Source: an optimization exercise on an open RTL-to-GDS flow (aim: small area, a short achievable clock period and few clock cycles). Production flows keep margins and buffers that such runs may drop. Only simulation tests tie the RTL to the original design; equivalence was not proved. Power figures rest on the tool's default switching activity, not on a simulated workload.

==> flow/design.v <==
module pcmux_rx (
    input  wire        clk,
    input  wire        rst,
    input  wire        in_valid,
    input  wire [7:0]  in_data,
    output wire        in_ready,
    input  wire [11:0] cfg_prog_en,
    input  wire [95:0] cfg_prog_code,
    output reg         tel_valid,
    output wire [7:0]  tel_data,
    output reg         evt_valid,
    output wire [7:0]  evt_data,
    output reg         ack
);
    localparam K_VER    = 3'd0;   
    localparam K_SALT   = 3'd1;   
    localparam K_PSTAT  = 3'd2;   
    localparam K_CKSUM  = 3'd3;   
    localparam K_TEL1   = 3'd4;   
    localparam K_EVT1   = 3'd5;   
    localparam K_PBAD   = 3'd6;   
    reg        rdy;
    reg        a_v, b_v;
    reg  [7:0] a_d, b_d;
    assign in_ready = rdy;
    wire take = in_valid & rdy;
    function [5:0] bcls(input [7:0] x);
        bcls = {x == 8'h03, x == 8'h10, x == 8'hFF, x == 8'h02, x == 8'h00, x == 8'hA5};
    endfunction
    reg  [5:0] a_c;
    wire a_03 = a_c[5], a_10 = a_c[4], a_ff = a_c[3], a_02 = a_c[2], a_00 = a_c[1], a_a5 = a_c[0];
    reg  [5:0]  len;         
    reg         typ;         
    reg         bad1;        
    reg  [2:0]  kdec;        
    reg  [7:0]  prev;        
    reg  [15:0] sum;         
    reg  [7:0]  rb4;         
    reg  [8*61-1:0] rbv;     
    reg        act_v, pend_v, q1_v;
    reg  [2:0] akind, pkind, q1kind;
    reg  [15:0] q1dat;
    reg  [3:0] arec;
    reg  [5:0] abp;
    reg  [15:0] adat, pdat;  
    reg        lastrec;      
    wire [7:0] p6 = rbv[8*(9) +: 8];
    wire [7:0] p7 = rbv[8*(10) +: 8];
    reg prog_known;
    integer pi;
    always @(*) begin
        prog_known = 1'b0;
        for (pi = 0; pi < 12; pi = pi + 1)
            if (cfg_prog_en[pi] && cfg_prog_code[pi*8 +: 8] == p7)
                prog_known = 1'b1;
    end
    wire        is_salt = (akind == K_SALT);
    wire [7:0]  mx = is_salt ? adat[15:8] : arec[0] ? rbv[8*(22) +: 8] : rbv[8*(20) +: 8];
    wire [7:0]  my = arec[0] ? rbv[8*(23) +: 8] : rbv[8*(21) +: 8];
    reg  [15:0] prod;
    always @(posedge clk) begin
        if (abp == 6'd0)
            prod <= is_salt ? {3'd0, mx, 5'd0} + {4'd0, mx, 4'd0}
                            : {2'd0, mx, 6'd0} + {8'd0, my};
        else if (abp == 6'd1)
            prod <= is_salt ? prod + {7'd0, mx, 1'b0}
                            : prod - {6'd0, mx, 2'd0};
    end
    reg  [7:0] vnext, vbyte;
    always @(*) begin
        case (abp)
            6'd1: vnext = rbv[8*(5) +: 8]; 6'd2: vnext = rbv[8*(6) +: 8]; 6'd3: vnext = rbv[8*(7) +: 8];
            6'd4: vnext = rbv[8*(8) +: 8]; 6'd5: vnext = rbv[8*(9) +: 8]; 6'd6: vnext = rbv[8*(10) +: 8];
            6'd7: vnext = rbv[8*(11) +: 8]; 6'd8: vnext = rbv[8*(12) +: 8]; 6'd9: vnext = rbv[8*(13) +: 8];
            6'd10: vnext = rbv[8*(14) +: 8]; 6'd11: vnext = rbv[8*(15) +: 8]; 6'd12: vnext = rbv[8*(16) +: 8];
            6'd13: vnext = rbv[8*(17) +: 8]; 6'd14: vnext = rbv[8*(18) +: 8]; 6'd15: vnext = rbv[8*(19) +: 8];
            6'd16: vnext = rbv[8*(20) +: 8]; 6'd17: vnext = rbv[8*(21) +: 8]; 6'd18: vnext = rbv[8*(22) +: 8];
            6'd19: vnext = rbv[8*(23) +: 8]; 6'd20: vnext = rbv[8*(24) +: 8]; 6'd21: vnext = rbv[8*(25) +: 8];
            6'd22: vnext = rbv[8*(26) +: 8]; 6'd23: vnext = rbv[8*(27) +: 8]; 6'd24: vnext = rbv[8*(28) +: 8];
            6'd25: vnext = rbv[8*(29) +: 8]; 6'd26: vnext = rbv[8*(30) +: 8]; 6'd27: vnext = rbv[8*(31) +: 8];
            6'd28: vnext = rbv[8*(32) +: 8]; 6'd29: vnext = rbv[8*(33) +: 8]; 6'd30: vnext = rbv[8*(34) +: 8];
            6'd31: vnext = rbv[8*(35) +: 8]; 6'd32: vnext = rbv[8*(36) +: 8]; 6'd33: vnext = rbv[8*(37) +: 8];
            6'd34: vnext = rbv[8*(38) +: 8]; 6'd35: vnext = rbv[8*(39) +: 8]; 6'd36: vnext = rbv[8*(40) +: 8];
            6'd37: vnext = rbv[8*(41) +: 8]; 6'd38: vnext = rbv[8*(42) +: 8]; 6'd39: vnext = rbv[8*(43) +: 8];
            6'd40: vnext = rbv[8*(44) +: 8]; 6'd41: vnext = rbv[8*(45) +: 8]; 6'd42: vnext = rbv[8*(46) +: 8];
            6'd43: vnext = rbv[8*(47) +: 8]; 6'd44: vnext = rbv[8*(48) +: 8]; 6'd45: vnext = rbv[8*(49) +: 8];
            6'd46: vnext = rbv[8*(50) +: 8]; 6'd47: vnext = rbv[8*(51) +: 8]; 6'd48: vnext = rbv[8*(52) +: 8];
            6'd49: vnext = rbv[8*(53) +: 8]; 6'd50: vnext = rbv[8*(54) +: 8]; 6'd51: vnext = rbv[8*(55) +: 8];
            6'd52: vnext = rbv[8*(56) +: 8]; 6'd53: vnext = rbv[8*(57) +: 8]; 6'd54: vnext = rbv[8*(58) +: 8];
            6'd55: vnext = rbv[8*(59) +: 8]; 6'd56: vnext = rbv[8*(60) +: 8];
            default: vnext = 8'h00;
        endcase
    end
    always @(posedge clk) vbyte <= vnext;
    reg        r_evt;
    reg [7:0]  r_id;
    reg [5:0]  r_len;
    reg [31:0] r_val;
    always @(*) begin
        r_evt  = 1'b0;
        r_id   = 8'h00;
        r_len  = 6'd1;
        r_val  = 32'd0;
        case (akind)
            K_VER: begin
                r_id  = 8'h01;
                r_len = adat[5:0];
            end
            K_SALT: begin
                if (arec == 4'd0) begin
                    r_id   = 8'h03;
                    r_len  = 6'd2;
                    r_val  = {prod, 16'd0};
                end else begin
                    r_id   = {4'h1, 1'b0, arec[2:0] - 3'd1};
                    r_val  = {7'd0, adat[arec[2:0] - 3'd1], 24'd0};
                end
            end
            K_TEL1: begin
                r_id  = adat[15:8];
                r_val = {adat[7:0], 24'd0};
            end
            K_EVT1: begin
                r_evt = 1'b1;
                r_id  = adat[15:8];
                r_val = {adat[7:0], 24'd0};
            end
            K_PBAD: begin
                r_evt = 1'b1;
                r_id  = 8'h02;
                r_len = 6'd2;
                r_val = {adat, 16'd0};
            end
            K_CKSUM: begin
                r_evt = 1'b1;
                r_id  = 8'h03;
                r_len = 6'd4;
                r_val = {sum, adat};
            end
            K_PSTAT: begin
                case (arec[2:0])
                    3'd0: begin
                        if (p6 == 8'h0A) begin
                            r_id = 8'h20; r_val = {8'h01, 24'd0};
                        end else if (p6 == 8'h04) begin
                            r_id = 8'h20; r_val = {8'h00, 24'd0};
                        end else begin
                            r_evt = 1'b1; r_id = 8'h07; r_val = {p6, 24'd0};
                        end
                    end
                    3'd1: begin
                        r_val = {p7, 24'd0};
                        if (prog_known) r_id = 8'h21;
                        else begin r_evt = 1'b1; r_id = 8'h08; end
                    end
                    3'd2: begin r_id = 8'h22; r_len = 6'd2; r_val = {rbv[8*(12) +: 8], rbv[8*(13) +: 8], 16'd0}; end
                    3'd3: begin r_id = 8'h23; r_len = 6'd2; r_val = {rbv[8*(14) +: 8], rbv[8*(15) +: 8], 16'd0}; end
                    3'd4: begin r_id = 8'h24; r_val = {rbv[8*(16) +: 8], 24'd0}; end
                    3'd5: begin r_id = 8'h25; r_val = {rbv[8*(17) +: 8], 24'd0}; end
                    default: begin
                        r_id = {7'b0010011, arec[0]}; r_len = 6'd2; r_val = {prod, 16'd0};
                    end
                endcase
            end
            default: ;
        endcase
    end
    wire [5:0] vpos = abp - 6'd2;
    reg  [7:0] emit_byte;
    always @(*) begin
        if (abp == 6'd0)
            emit_byte = r_id;
        else if (abp == 6'd1)
            emit_byte = {2'b00, r_len};
        else if (akind == K_VER)
            emit_byte = vbyte;
        else
            emit_byte = r_val[(6'd31 - {vpos[1:0], 3'b000}) -: 8];
    end
    reg  rec_done;           
    wire act_finish = act_v & rec_done & lastrec;
    reg [6:0] fa;
    always @(*) begin
        case (akind)
            K_VER:   fa = (abp < 6'd2) ? 7'd5 : {1'b0, abp} + 7'd3;
            K_CKSUM: fa = 7'd3;
            K_PSTAT: begin
                case (arec[2:0])
                    3'd0: fa = 7'd9;
                    3'd1: fa = 7'd10;
                    3'd2: fa = 7'd12;
                    3'd3: fa = 7'd14;
                    3'd4: fa = 7'd16;
                    3'd5: fa = 7'd17;
                    3'd6: fa = 7'd20;
                    default: fa = 7'd22;
                endcase
            end
            default: fa = 7'd64;
        endcase
        if (!act_v) fa = 7'd64;
    end
    reg  [6:0] fence;        
    reg        pf_ck, pf_ver, pf_st;    
    wire blocked_pos = (len >= 6'd3) &&
                       ({1'b0, len} >= fence || pf_ck ||
                        (pf_ver && len >= 6'd5) || (pf_st && len >= 6'd9));
    wire [7:0] b = a_d;
    wire [7:0] n = rbv[8*(8) +: 8];
    wire       pos0 = (len == 6'd0);
    wire       start = pos0 && (a_10 || a_ff);
    wire [2:0] kd_b = (b == 8'h03) ? 3'd0 : (b == 8'h16) ? 3'd1 :
                      (b == 8'h12) ? 3'd2 : (b == 8'h01) ? 3'd3 : 3'd4;
    wire       c_bad   = (len >= 6'd2) && bad1;
    reg        pv10;         
    wire       c_done  = !c_bad && (len >= 6'd3) && pv10 && a_03;
    wire [2:0] c_k     = (len == 6'd3) ? 3'd0 : kdec;
    wire       p_hbad  = (len == 6'd1 && !a_00) || (len == 6'd2 && !a_ff) ||
                         (len == 6'd3 && !a_a5);
    reg        p_last;       
    wire       p_done  = p_last;
    reg        ck_hi;        
    wire       p_ckbad = !ck_hi || (sum[7:0] != b);
    wire       p_stat  = (rbv[8*(6) +: 8] == 8'h60) && (rbv[8*(7) +: 8] == 8'h07);
    wire       p_add   = (len >= 6'd4) && (len <= 6'd8 || ({3'd0, len} <= {1'b0, n} + 9'd8));
    wire       ceil    = (len == 6'd63);
    reg        f_end;        
    reg [2:0]  f_kind;
    reg        f_job;        
    reg [5:0]  f_vlen;
    reg [15:0] f_dat;
    reg        f_ack;
    always @(*) begin
        f_end  = 1'b0;
        f_kind = K_VER;
        f_job  = 1'b0;
        f_vlen = (len >= 6'd8) ? len - 6'd7 : 6'd0;
        f_dat  = {prev, b};
        f_ack  = 1'b0;
        if (!pos0) begin
            if (!typ) begin
                if (c_done) begin
                    f_end = 1'b1;
                    f_ack = 1'b1;
                    f_job = (c_k != 3'd4);
                    case (c_k)
                        3'd0: begin f_kind = K_VER;  f_dat = {10'd0, f_vlen}; end
                        3'd1: begin f_kind = K_TEL1; f_dat = {8'h02, rb4}; end
                        3'd2: begin f_kind = K_SALT; f_dat = {rb4, (len == 6'd5) ? b : rbv[8*(5) +: 8]}; end
                        default: begin f_kind = K_TEL1; f_dat = {8'h04, 8'h01}; end
                    endcase
                end else if (ceil) begin
                    f_end  = 1'b1;
                    f_job  = 1'b1;
                    f_kind = K_EVT1;
                    f_dat  = c_bad ? {8'h01, rb4} : {8'h04, 8'h10};
                end
            end else begin
                if (p_hbad) begin
                    f_end  = 1'b1;
                    f_job  = 1'b1;
                    f_kind = K_PBAD;
                    f_dat   = {6'd0, len[1:0], b};
                end else if (p_done) begin
                    f_end = 1'b1;
                    if (p_ckbad) begin
                        f_job  = 1'b1;
                        f_kind = K_CKSUM;
                    end else if (p_stat) begin
                        f_job  = 1'b1;
                        f_kind = (n < 8'd13) ? K_EVT1 : K_PSTAT;
                        f_dat  = {8'h09, n};
                    end
                end else if (ceil) begin
                    f_end  = 1'b1;
                    f_job  = 1'b1;
                    f_kind = K_EVT1;
                    f_dat  = {8'h04, 8'hFF};
                end
            end
        end
    end
    wire act_free = !act_v || act_finish;
    wire blocked  = blocked_pos || (f_end && q1_v);
    wire proc     = a_v && !blocked;
    wire wr_buf   = a_v && !blocked_pos && (len >= 6'd5) && (len <= 6'd60);
    wire new_job  = proc && f_job;
    integer wi;
    always @(posedge clk) begin
        for (wi = 5; wi <= 60; wi = wi + 1)
            if (wr_buf && len == wi) rbv[8*wi +: 8] <= b;
    end
    reg [7:0] obyte;
    assign tel_data = obyte;
    assign evt_data = obyte;
    always @(posedge clk) begin
        tel_valid <= 1'b0;
        evt_valid <= 1'b0;
        ack       <= 1'b0;
        if (rst) begin
            rdy    <= 1'b1;
            a_v    <= 1'b0;
            b_v    <= 1'b0;
            len    <= 6'd0;
            fence  <= 7'd64;
            pf_ck  <= 1'b0;
            pf_ver <= 1'b0;
            pf_st  <= 1'b0;
            p_last <= 1'b0;
            act_v  <= 1'b0;
            pend_v <= 1'b0;
            q1_v   <= 1'b0;
        end else begin
            if (!a_v || proc) begin
                if (b_v) begin
                    a_d <= b_d;
                    a_c <= bcls(b_d);
                    a_v <= 1'b1;
                    b_v <= take;
                    b_d <= in_data;
                    rdy <= !take;
                end else begin
                    a_d <= in_data;
                    a_c <= bcls(in_data);
                    a_v <= take;
                    rdy <= 1'b1;
                end
            end else begin
                if (take) begin
                    b_d <= in_data;
                    b_v <= 1'b1;
                end
                rdy <= !(take || b_v);
            end
            fence  <= fa;
            pf_ck  <= (pend_v && pkind == K_CKSUM) || (q1_v && q1kind == K_CKSUM);
            pf_ver <= (pend_v && pkind == K_VER)   || (q1_v && q1kind == K_VER);
            pf_st  <= (pend_v && pkind == K_PSTAT) || (q1_v && q1kind == K_PSTAT);
            if (proc) begin
                prev <= b;
                pv10 <= a_10;
                ck_hi <= (sum[15:8] == b);
                p_last <= typ && !f_end && (len >= 6'd9) &&
                          ({3'd0, len} == {1'b0, n} + 9'd9);
                if (pos0) begin
                    if (start) begin
                        typ <= a_ff;
                        len <= 6'd1;
                    end
                end else if (f_end) begin
                    len <= 6'd0;
                end else begin
                    len <= len + 6'd1;
                end
                if (len == 6'd1) bad1 <= !a_02;
                if (len == 6'd1 || (len == 6'd4 && !bad1)) rb4 <= b;
                if (len == 6'd3) begin
                    kdec <= kd_b;
                    sum  <= {8'd0, b};
                end else if (p_add) begin
                    sum  <= sum + {8'd0, b};
                end
                if (f_ack) ack <= 1'b1;
            end
            if (act_v) begin
                if (r_evt) evt_valid <= 1'b1;
                else       tel_valid <= 1'b1;
                obyte <= emit_byte;
                rec_done <= !rec_done && (abp == r_len);
                if (rec_done) begin
                    abp  <= 6'd0;
                    arec <= arec + 4'd1;
                    lastrec <= (akind == K_SALT && arec == 4'd7) ||
                               (akind == K_PSTAT && arec == 4'd6);
                end else begin
                    abp <= abp + 6'd1;
                end
            end
            if (act_free) begin
                if (pend_v) begin
                    act_v <= 1'b1;
                    akind <= pkind;
                    lastrec <= (pkind != K_SALT) && (pkind != K_PSTAT);
                    arec  <= 4'd0;
                    abp   <= 6'd0;
                    rec_done <= 1'b0;
                    adat  <= pdat;
                    pend_v <= q1_v | new_job;
                    q1_v   <= q1_v & new_job;
                    if (q1_v) begin
                        pkind  <= q1kind;
                        pdat   <= q1dat;
                    end else begin
                        pkind  <= f_kind;
                        pdat   <= f_dat;
                    end
                    q1kind <= f_kind;
                    q1dat  <= f_dat;
                end else if (new_job) begin
                    act_v <= 1'b1;
                    akind <= f_kind;
                    lastrec <= (f_kind != K_SALT) && (f_kind != K_PSTAT);
                    arec  <= 4'd0;
                    abp   <= 6'd0;
                    rec_done <= 1'b0;
                    adat  <= f_dat;
                end else begin
                    act_v <= 1'b0;
                end
            end else if (new_job) begin
                if (!pend_v) begin
                    pend_v <= 1'b1;
                    pkind  <= f_kind;
                    pdat   <= f_dat;
                end else begin
                    q1_v   <= 1'b1;
                    q1kind <= f_kind;
                    q1dat  <= f_dat;
                end
            end
        end
    end
endmodule
==> flow/flow/run.sh <==
#!/bin/bash
# The standard layout (the standard.sh, standard synthesis), with two
# changes to how it is made:
#  - repair_timing aims at 6.5 ns of setup slack, well inside the period;
#  - the port buffers are plain sky130_fd_sc_hd__buf_1 cells.
# Everything else (SDC, period, floorplan, CTS, routing) is the standard flow.
set -euo pipefail
bash standard.sh SETUP_SLACK_MARGIN=6.5 \
    "BUFFER_PORTS_ARGS=-buffer_cell sky130_fd_sc_hd__buf_1" \
    finish > standard_flow.log 2>&1
==> flow/standard.sh <==
#!/bin/bash
# synth_recipe.tcl (not shown) runs the flow's synth.tcl, then flattens the netlist and writes it again
# the make line also repeats each setting of config.mk as NAME=value (left out here)
make -C /OpenROAD-flow-scripts/flow DESIGN_CONFIG=/design/flow/config.mk WORK_HOME=/design/flow/orfs CLKGATE_MAP_FILE= SYNTH_SCRIPT=/design/flow/synth_recipe.tcl "${@:-finish}"
==> flow/config.mk <==
export PLATFORM = sky130hd
export DESIGN_NAME = pcmux_rx
export DESIGN_NICKNAME = pcmux_rx
export VERILOG_FILES = /design/flow/design.v
export SDC_FILE = /design/flow/constraint.sdc
export NUM_CORES = 4
export LEC_CHECK = 0
export CAP_MARGIN = 20
export CORE_MARGIN = 2
export CORE_UTILIZATION = 55
export CTS_BUF_LIST = sky130_fd_sc_hd__clkbuf_16
export CTS_CLUSTER_DIAMETER = 80
export CTS_CLUSTER_SIZE = 25
export SLEW_MARGIN = 20
==> flow/constraint.sdc <==
create_clock -name core_clock -period 10.0 [get_ports {clk}]
set_input_delay 2.0000 -clock core_clock [delete_from_list [all_inputs] [get_ports {clk}]]
set_output_delay 2.0000 -clock core_clock [all_outputs]
set_load 0.01 [all_outputs]
==> impl_metrics.csv, run 1 <==
group,metric,value,unit
cts,clk_latency,0.63,ns
yosys,synth_ff_type,"edfxtp_1",
drt,routed_wl,125.0,mm
yosys,synth.top_cell.area_share,57.78,%
cells_and_area,drive_above_1_share,13.07,%
global_route,grt_pass1_wl,174.3,mm
drt,viasPerCell,7.321,
power_and_ir_drop,peakVddDrop,0.1406,mV
drt,drtAntennaViolNets,0,
yosys,synthTopCellsByArea,"edfxtp_1 58%, a22oi_1 3.3%, ha_1 2.7%",
drt,vias,25440,
min_path,hold_class,"reg -> reg",
die,die_w,242.5,µm
yosys,yosys_warnings,1,
cells_and_area,area_growth,11.55,%
die,dieHeight,242.5,µm
run,max_cap_violations,0,
timing,hold_viol_final,0,
timing,relSlewSlack,12.01,%
cells_and_area,fillers,4459,
die,dieArea,0.05881,mm²
global_route,overflow,0,
drt,routedWlPerCell,35.97,µm
global_route,grt_use_total,41.59,%
worst_setup_path,cp.arrival,4.06,ns
cts,cts-htree-levels,2,
timing,tns,0,ns
cts,cts_made_buffers,36,
cts,cts_hold_buf,0,
placed_design,portBuffers,138,
cells_and_area,nets,2887,
cts,cts_buffer_depth,3,
power_and_ir_drop,power.leakage,0.01123,µW
cells_and_area,finish.utilization,62.01,%
yosys,yosysUniqueCellTypes,89,
die,initial_core_util,55.59,%
die,io_pins,139,
timing,finalCritPeriodShare,35.71,%
timing,max_freq,280.0,MHz
power_and_ir_drop,cellPowerDensity,141.9,mW/mm²
cts,clk_pin_slew,0.10,ns
worst_setup_path,critPathLaunchType,"flop",
global_route,grt_pass1_vias,23240,
yosys,yosysSeqAreaShare,59.96,%
yosys,synth_nets,2730,
cts,cts_tree,"done",
die,coreArea,0.05628,mm²
timing,min_period,3.571,ns
cts,cts_sinks,636,
yosys,netlist_area,0.03129,mm²
timing,finalSetupViolations,0,
timing,hold_ws,0.5394,ns
cts,cts_root_buf,"clkbuf_16",
yosys,synth_cells,2539,
die,fp-row-count,87,
outcome,outcome,"no timing/DRC/antenna violations",
yosys,synth_largest_area_cell,"edfxtp_1",
global_route,grt_max_degree,64,
timing,rsz0062_at_grt,"true",
timing,worst_pin_slew,1.315,ns
worst_setup_path,critPathKind,"reg -> reg",
timing,fin_skew,0.03697,ns
yosys,ys_ff_latch,636,
drt,first_pass_iters,8,
drt,drtIter0Drc,4884,
yosys,synth_area_per_cell,12.32,µm²
drt,drc,0,
worst_setup_path,crit_fanout,16,
placed_design,routabilityCongestion,1.116,
global_route,antenna_found_initial,7,
placed_design,dpl.hpwl,88.50,mm
yosys,synthArstFlopShare,0,%
timing,drv_slew,0,
yosys,synth_enable_flop_cells,602,
worst_setup_path,crit_required,10.49,ns
worst_setup_path,setup.worst_path.end_class,"flop",
routing by layer:
layer / vias up / routed length, µm / global-route usage [%]
met3: 395 / 19520 / 14.10
met4: 6 / 6928 / 18.30
met5: - / 65 / 0
met2: 2296 / 51730 / 59.16
li1: 10290 / - / -
met1: 12460 / 46740 / 58.01
area by class of cell:
class                           instances  area, µm²  area share [%]
Antenna cell                            3      7.507         0.02151
Clock buffer                           36      900.9           2.581
Clock inverter                         22      216.5          0.6202
Inverter                               83      312.8          0.8963
Multi-Input combinational cell       1698      12360           35.43
Sequential cell                       636      18770           53.78
Tap cell                              756      945.9           2.710
Timing Repair Buffer                  241       1384           3.965
final timing paths:
kind                              from       end  slack [ns]  cells after the start
worst min-delay path            a_c[2]      bad1        0.54                      1
worst max-delay path            abp[1]  vbyte[4]        6.43                      8
worst min register to register  a_c[2]      bad1        0.54                      1
worst max register to register  abp[1]  vbyte[4]        6.43                      8
what timing repair did:
item	CTS	global route
resized for setup	111	45
buffers inserted	23	16
pin swaps	7	9
gates cloned	2	2
endpoints found under the setup margin	613	233
through the flow:
| step | worst slack (ns) | total power, µW | std cells | instance area [µm²] |
|---|---|---|---|---|
| CTS | 6.500 | 4926 | 3454 | 34540 |
| global route | 6.390 | 5047 | 3472 | 34890 |
| floorplan | 6.500 | 3189 | 2539 | 31400 |
| global placement | 5.626 | 3331 | 3370 | 32790 |
| detailed placement | 5.451 | 3336 | 3371 | 32830 |
| finish | 6.429 | 4951 | 3475 | 34900 |
flip-flops by register name, indices dropped and copies added, names as in the netlist, 7 cells and up:
name,cells
obyte,8
pdat,16
fence,7
q1dat,16
adat,16
rbv,448
vbyte,8
sum,16
prod,16
rb4,8
prev,8
b_d,8
a_d,8
kinds of logic after synthesis:
group | Yosys count | share of synthesized area (%)
simple gates | 712 | 11.36
compound gates | 673 | 15.74
flops | 636 | 59.96
buf+inv | 207 | 2.660
xor+xnor | 162 | 4.535
mux | 77 | 2.752
fa+ha+maj | 72 | 3.000
critical path: stages (launching register included):
cell      delay [ns]
edfxtp_1        0.43
buf_4           0.23
ha_1            0.29
nand2_1         0.27
nor2_1          0.20
buf_4           0.23
a222oi_1        0.86
nand4_1         0.36
or4_1           0.56
where the power goes:
group / switching [µW] / internal (µW)
registers: 30.8 / 2920
logic: 233 / 120
clock network: 946 / 697
total: 1210 / 3740
placed cells by master, fill, tap and decap left out, types with 9 or more instances in the layout:
cell,n
edfxtp_1,602
nor2_1,161
nand2_1,138
buf_1,138
a22oi_1,136
buf_4,92
a21oi_1,91
o21ai_0,87
xor2_1,87
inv_1,83
xnor2_1,75
nand3_1,63
ha_1,60
nand4_1,59
a221oi_1,57
a22o_1,56
mux2_2,52
nor3_1,50
clkbuf_16,37
nor2_4,33
nor2_2,28
nor4_1,28
dfxtp_1,28
nor2b_1,23
mux2i_1,19
and3_1,17
a211oi_1,17
or4_1,16
o211ai_1,16
a21o_1,15
nand2b_1,15
a31oi_1,15
a222oi_1,15
a221o_1,15
o22ai_1,14
o21a_1,13
o31ai_1,10
nand3b_1,9
a32oi_1,9
cell usage after synthesis, types with 18 or more instances:
cell and instances:
nor4_1 30, inv_1 80, nor2b_1 27, nor2_1 221
mux2_2 52, xnor2_1 75, nand2_1 138, a22oi_1 136
mux2i_1 23, nand3_1 64, nor3_1 52, edfxtp_1 602
xor2_1 87, nand2b_1 18, a221oi_1 58, clkbuf_1 80
ha_1 67, nand4_1 59, a22o_1 56, dfxtp_1 34
a211oi_1 20, o21ai_0 93, a21oi_1 95, buf_2 20
Testbench counts, summed over its fixed seeds: cycles 50,288.
==> run 2, diff against run 1 <==
--- a/flow/design.v
+++ b/flow/design.v
@@ -67,27 +67,29 @@
                             : prod - {6'd0, mx, 2'd0};
     end
     reg  [7:0] vnext, vbyte;
+    reg  [5:0] vidx;
+    always @(posedge clk) vidx <= abp + 6'd5;
     always @(*) begin
-        case (abp)
-            6'd1: vnext = rbv[8*(5) +: 8]; 6'd2: vnext = rbv[8*(6) +: 8]; 6'd3: vnext = rbv[8*(7) +: 8];
-            6'd4: vnext = rbv[8*(8) +: 8]; 6'd5: vnext = rbv[8*(9) +: 8]; 6'd6: vnext = rbv[8*(10) +: 8];
-            6'd7: vnext = rbv[8*(11) +: 8]; 6'd8: vnext = rbv[8*(12) +: 8]; 6'd9: vnext = rbv[8*(13) +: 8];
-            6'd10: vnext = rbv[8*(14) +: 8]; 6'd11: vnext = rbv[8*(15) +: 8]; 6'd12: vnext = rbv[8*(16) +: 8];
-            6'd13: vnext = rbv[8*(17) +: 8]; 6'd14: vnext = rbv[8*(18) +: 8]; 6'd15: vnext = rbv[8*(19) +: 8];
-            6'd16: vnext = rbv[8*(20) +: 8]; 6'd17: vnext = rbv[8*(21) +: 8]; 6'd18: vnext = rbv[8*(22) +: 8];
-            6'd19: vnext = rbv[8*(23) +: 8]; 6'd20: vnext = rbv[8*(24) +: 8]; 6'd21: vnext = rbv[8*(25) +: 8];
-            6'd22: vnext = rbv[8*(26) +: 8]; 6'd23: vnext = rbv[8*(27) +: 8]; 6'd24: vnext = rbv[8*(28) +: 8];
-            6'd25: vnext = rbv[8*(29) +: 8]; 6'd26: vnext = rbv[8*(30) +: 8]; 6'd27: vnext = rbv[8*(31) +: 8];
-            6'd28: vnext = rbv[8*(32) +: 8]; 6'd29: vnext = rbv[8*(33) +: 8]; 6'd30: vnext = rbv[8*(34) +: 8];
-            6'd31: vnext = rbv[8*(35) +: 8]; 6'd32: vnext = rbv[8*(36) +: 8]; 6'd33: vnext = rbv[8*(37) +: 8];
-            6'd34: vnext = rbv[8*(38) +: 8]; 6'd35: vnext = rbv[8*(39) +: 8]; 6'd36: vnext = rbv[8*(40) +: 8];
-            6'd37: vnext = rbv[8*(41) +: 8]; 6'd38: vnext = rbv[8*(42) +: 8]; 6'd39: vnext = rbv[8*(43) +: 8];
-            6'd40: vnext = rbv[8*(44) +: 8]; 6'd41: vnext = rbv[8*(45) +: 8]; 6'd42: vnext = rbv[8*(46) +: 8];
-            6'd43: vnext = rbv[8*(47) +: 8]; 6'd44: vnext = rbv[8*(48) +: 8]; 6'd45: vnext = rbv[8*(49) +: 8];
-            6'd46: vnext = rbv[8*(50) +: 8]; 6'd47: vnext = rbv[8*(51) +: 8]; 6'd48: vnext = rbv[8*(52) +: 8];
-            6'd49: vnext = rbv[8*(53) +: 8]; 6'd50: vnext = rbv[8*(54) +: 8]; 6'd51: vnext = rbv[8*(55) +: 8];
-            6'd52: vnext = rbv[8*(56) +: 8]; 6'd53: vnext = rbv[8*(57) +: 8]; 6'd54: vnext = rbv[8*(58) +: 8];
-            6'd55: vnext = rbv[8*(59) +: 8]; 6'd56: vnext = rbv[8*(60) +: 8];
+        case (vidx)
+            6'd5: vnext = rbv[8*(5) +: 8]; 6'd6: vnext = rbv[8*(6) +: 8]; 6'd7: vnext = rbv[8*(7) +: 8];
+            6'd8: vnext = rbv[8*(8) +: 8]; 6'd9: vnext = rbv[8*(9) +: 8]; 6'd10: vnext = rbv[8*(10) +: 8];
+            6'd11: vnext = rbv[8*(11) +: 8]; 6'd12: vnext = rbv[8*(12) +: 8]; 6'd13: vnext = rbv[8*(13) +: 8];
+            6'd14: vnext = rbv[8*(14) +: 8]; 6'd15: vnext = rbv[8*(15) +: 8]; 6'd16: vnext = rbv[8*(16) +: 8];
+            6'd17: vnext = rbv[8*(17) +: 8]; 6'd18: vnext = rbv[8*(18) +: 8]; 6'd19: vnext = rbv[8*(19) +: 8];
+            6'd20: vnext = rbv[8*(20) +: 8]; 6'd21: vnext = rbv[8*(21) +: 8]; 6'd22: vnext = rbv[8*(22) +: 8];
+            6'd23: vnext = rbv[8*(23) +: 8]; 6'd24: vnext = rbv[8*(24) +: 8]; 6'd25: vnext = rbv[8*(25) +: 8];
+            6'd26: vnext = rbv[8*(26) +: 8]; 6'd27: vnext = rbv[8*(27) +: 8]; 6'd28: vnext = rbv[8*(28) +: 8];
+            6'd29: vnext = rbv[8*(29) +: 8]; 6'd30: vnext = rbv[8*(30) +: 8]; 6'd31: vnext = rbv[8*(31) +: 8];
+            6'd32: vnext = rbv[8*(32) +: 8]; 6'd33: vnext = rbv[8*(33) +: 8]; 6'd34: vnext = rbv[8*(34) +: 8];
+            6'd35: vnext = rbv[8*(35) +: 8]; 6'd36: vnext = rbv[8*(36) +: 8]; 6'd37: vnext = rbv[8*(37) +: 8];
+            6'd38: vnext = rbv[8*(38) +: 8]; 6'd39: vnext = rbv[8*(39) +: 8]; 6'd40: vnext = rbv[8*(40) +: 8];
+            6'd41: vnext = rbv[8*(41) +: 8]; 6'd42: vnext = rbv[8*(42) +: 8]; 6'd43: vnext = rbv[8*(43) +: 8];
+            6'd44: vnext = rbv[8*(44) +: 8]; 6'd45: vnext = rbv[8*(45) +: 8]; 6'd46: vnext = rbv[8*(46) +: 8];
+            6'd47: vnext = rbv[8*(47) +: 8]; 6'd48: vnext = rbv[8*(48) +: 8]; 6'd49: vnext = rbv[8*(49) +: 8];
+            6'd50: vnext = rbv[8*(50) +: 8]; 6'd51: vnext = rbv[8*(51) +: 8]; 6'd52: vnext = rbv[8*(52) +: 8];
+            6'd53: vnext = rbv[8*(53) +: 8]; 6'd54: vnext = rbv[8*(54) +: 8]; 6'd55: vnext = rbv[8*(55) +: 8];
+            6'd56: vnext = rbv[8*(56) +: 8]; 6'd57: vnext = rbv[8*(57) +: 8]; 6'd58: vnext = rbv[8*(58) +: 8];
+            6'd59: vnext = rbv[8*(59) +: 8]; 6'd60: vnext = rbv[8*(60) +: 8];
             default: vnext = 8'h00;
         endcase
     end
==> flow/flow/run.sh (replaced) <==
#!/bin/bash
# The standard layout (the standard.sh, standard synthesis), with two
# changes to how it is made:
#  - repair_timing aims at 6.5 ns of setup slack, well inside the period;
#  - the port buffers are plain sky130_fd_sc_hd__buf_2 cells.
# Everything else (SDC, period, floorplan, CTS, routing) is the standard flow.
set -euo pipefail
bash standard.sh SETUP_SLACK_MARGIN=6.5 \
    "BUFFER_PORTS_ARGS=-buffer_cell sky130_fd_sc_hd__buf_2" \
    finish > standard_flow.log 2>&1
--- a/flow/config.mk
+++ b/flow/config.mk
@@ -9,6 +9,6 @@
 export CORE_MARGIN = 2
 export CORE_UTILIZATION = 55
 export CTS_BUF_LIST = sky130_fd_sc_hd__clkbuf_16
-export CTS_CLUSTER_DIAMETER = 80
-export CTS_CLUSTER_SIZE = 25
+export CTS_CLUSTER_DIAMETER = 60
+export CTS_CLUSTER_SIZE = 20
 export SLEW_MARGIN = 20
==> impl_metrics.csv, run 2 <==
group,metric,value,unit
power_and_ir_drop,power,5443,µW
placed_design,placed_cell_area,0.03326,mm²
worst_setup_path,rr_startpoint,"vidx[2]",
worst_setup_path,crit_chain,"nor2_1, and3b_1, a22o_1, a221oi_1, nand4_1, or4_1",
cells_and_area,mostFrequentLayoutCells,"602 x edfxtp_1, 175 x nor2_1, 156 x nand2_1",
yosys,synth_nets,2794,
global_route,overflow,0,
worst_setup_path,critPathLaunchType,"flop",
cells_and_area,regMostFlops,"rbv",
worst_setup_path,crit_buf_inv,0,
drt,drtAntennaViolNets,0,
timing,rsz0062_at_grt,"false",
cts,cts-htree-levels,2,
die,dieHeight,243.9,µm
global_route,grt_max_degree,59,
timing,worst_pin_slew,1.272,ns
worst_setup_path,cp.arrival,3.98,ns
drt,drc,0,
yosys,synth_largest_area_cell,"edfxtp_1",
drt,vias,25990,
drt,route.met3.wl,18.81,mm
cts,cts_buffer_depth,3,
cts,cts_made_buffers,48,
timing,hold_viol_final,0,
global_route,grt_use_total,42.54,%
drt,viasPerCell,7.250,
placed_design,routabilityCongestion,1.078,
timing,drv_slew,0,
global_route,antenna_found_initial,6,
worst_setup_path,r2r_slack,6.45,ns
outcome,outcome,"no timing/DRC/antenna violations",
drt,route.met2.wl,54.37,mm
yosys,yosysMostFrequentCell,"edfxtp_1",
worst_setup_path,crit_fanout,17,
die,io_pins,139,
min_path,min_to,"pv10",
yosys,synth_cells,2603,
placed_design,portBuffers,138,
timing,tns,0,ns
cts,clk_latency,0.64,ns
cells_and_area,nets,2983,
die,initial_core_util,55.90,%
global_route,grt_pass1_wl,179.6,mm
cts,clk_pin_slew,0.08,ns
worst_setup_path,critPathKind,"reg -> reg",
yosys,synth.top_cell.area_share,57.13,%
yosys,ys_ff_latch,642,
cells_and_area,largest_reg_flops,448,
min_path,hold_depth,0,
placed_design,dpl.hpwl,92.13,mm
cts,cts_tree,"done",
drt,routed_wl,128.4,mm
worst_setup_path,slowest_stage,"dfxtp_1",
timing,finalSetupViolations,0,
timing,finalCritPeriodShare,35.51,%
cells_and_area,area_growth,15.34,%
cells_and_area,drive_above_1_share,19.46,%
yosys,synth_enable_flop_cells,602,
die,dieArea,0.05947,mm²
min_path,hold_class,"reg -> reg",
cells_and_area,final_common_cell,"edfxtp_1",
drt,drtIter0Drc,4574,
global_route,grt_pass1_vias,24350,
cts,cts_hold_buf,0,
die,coreArea,0.05660,mm²
yosys,yosysSeqAreaShare,59.66,%
worst_setup_path,crit_required,10.43,ns
power_and_ir_drop,power.leakage,0.01201,µW
worst_setup_path,setup.worst_path.end_class,"flop",
yosys,synth_ff_type,"edfxtp_1",
worst_setup_path,ff2ff_path_depth,6,
timing,fin_skew,0.04922,ns
yosys,yosys_warnings,1,
cts,cts_root_buf,"clkbuf_16",
drt,routedWlPerCell,35.83,µm
power_and_ir_drop,cellPowerDensity,149.1,mW/mm²
yosys,synth_area_per_cell,12.16,µm²
worst_setup_path,slowest_delay,0.78,ns
drt,maxUsedRoutingLayer,"met5",
die,fp-row-count,87,
yosys,netlist_area,0.03164,mm²
yosys,yosysUniqueCellTypes,93,
worst_setup_path,cpLargestDelayFamily,"simple AND/OR/NAND/NOR gates",
yosys,ys_top_cells_by_count,"602 x edfxtp_1, 233 x nor2_1, 159 x nand2_1, 144 x xnor2_1, 128 x a21oi_1",
cts,cts_sinks,642,
timing,min_period,3.551,ns
timing,max_freq,281.6,MHz
cells_and_area,design_area,0.03650,mm²
drt,first_pass_iters,8,
die,die_w,243.9,µm
worst_setup_path,r2r-end,"vbyte[0]",
yosys,synthTopCellsByArea,"edfxtp_1 57%, xnor2_1 4.0%, a22oi_1 2.8%",
min_path,hp-start,"a_c[4]",
yosys,synthArstFlopShare,0,%
timing,relSlewSlack,14.88,%
power_and_ir_drop,peakVddDrop,0.1886,mV
run,max_cap_violations,0,
drt,route.layer.met1.wl,46.48,mm
run 2: worst max-delay path by stage:
stage | start | end | slack (ns) | depth (start not counted)
after global placement | arec[0] | obyte[5] | 5.32 | 11
final | vidx[2] | vbyte[0] | 6.45 | 6
after floorplan | rst | a_c[0] | 6.46 | 3
after detailed placement | arec[0] | obyte[5] | 5.34 | 11
after CTS | len[1] | rbv[216] | 6.41 | 10
after global routing | akind[1] | prod[11] | 6.44 | 14
run 2: timing repair:
action	in CTS	in global routing
resized for setup	162	64
pin swaps	27	22
setup buffers	48	21
gates cloned	2	3
hold endpoints to repair	0	0
endpoints found under the setup margin	602	602
run 2: stage by stage:
step	util [%]	setup WS (ns)	hold WS (ns)	cells
6_report	64.48	6.449	0.4855	3585
5_1_grt	64.46	6.440	0.5026	3582
4_1_cts	63.62	6.412	0.4885	3557
3_5_place_dp	58.75	5.337	0.4691	3423
3_3_place_gp	58.74	5.315	0.4440	3423
2_1_floorplan	-	6.463	0.4275	2603
run 2: layout make-up:
type                    count  area, µm²
diodes                      3      7.507
repair buffers            257       1844
fillers                  4278      20110
clock buffers              50       1251
multi-input cells        1770      12960
clock inverters            34      310.3
well taps                 756      945.9
inverters                  73      287.8
flip-flops and latches    642      18890
run 2: per-layer routing:
metal / up-vias / track usage, %
met5: - / 0
met4: 2 / 22.45
met3: 454 / 14.29
met2: 2223 / 61.01
met1: 12730 / 57.39
li1: 10580 / -
run 2: kinds of logic (layout without fill, tap and decap cells):
| kind of cell | count (synthesis) | after routing | synth area share (%) |
|---|---|---|---|
| other | 0 | 3 | 0 |
| muxes | 79 | 79 | 2.736 |
| buffers and inverters | 194 | 414 | 2.448 |
| adders and majority gates | 73 | 73 | 2.997 |
| and+or+nand+nor | 775 | 777 | 12.16 |
| AOI/OAI and AO/OA | 674 | 675 | 15.41 |
| xor gates and xnor gates | 166 | 166 | 4.595 |
| DFF | 642 | 642 | 59.66 |
run 2: power by group:
part | internal [µW] | total (µW) | switching (µW)
Sequential | 2960 | 3000 | 41.4
Clock | 950 | 1990 | 1040
Combinational | 151 | 451 | 300
Testbench counts of run 2, summed over its fixed seeds: cycles 50,288.

[separate check: timing with driven ports]
How much do the figures lean on ideal ports? The routed layouts below were timed once more, with nothing changed but the port constraints.
Step 1: set_driving_cell puts a clkbuf_16 on clk and a buf_2 on each other input, an assumption about the parent block.
Step 2 moves the port delays by t, midway between the first and last clock arrival at a register: inputs arrive t later, outputs are due t later. That takes back most of the time a late clock gives input paths.
Slacks: ideal / step 1 / step 2; pairs: ideal / step 1.
run | t (ns) | slack for setup (ns) | hold WS [ns] | worst setup path at the end | clock arrival spread, ns
run 1 | 0.680 | 6.429 / 6.429 / 6.038 | 0.539 / 0.539 / 0.539 | input to register | 0.037 / 0.037
run 2 | 0.678 | 6.449 / 6.449 / 6.041 | 0.485 / 0.485 / 0.485 | input to register | 0.050 / 0.050
After both steps setup and hold are still met in every run listed. The setup slack of run 2, which loses most, moves by 0.000 ns with the drivers and by -0.408 ns with both steps.
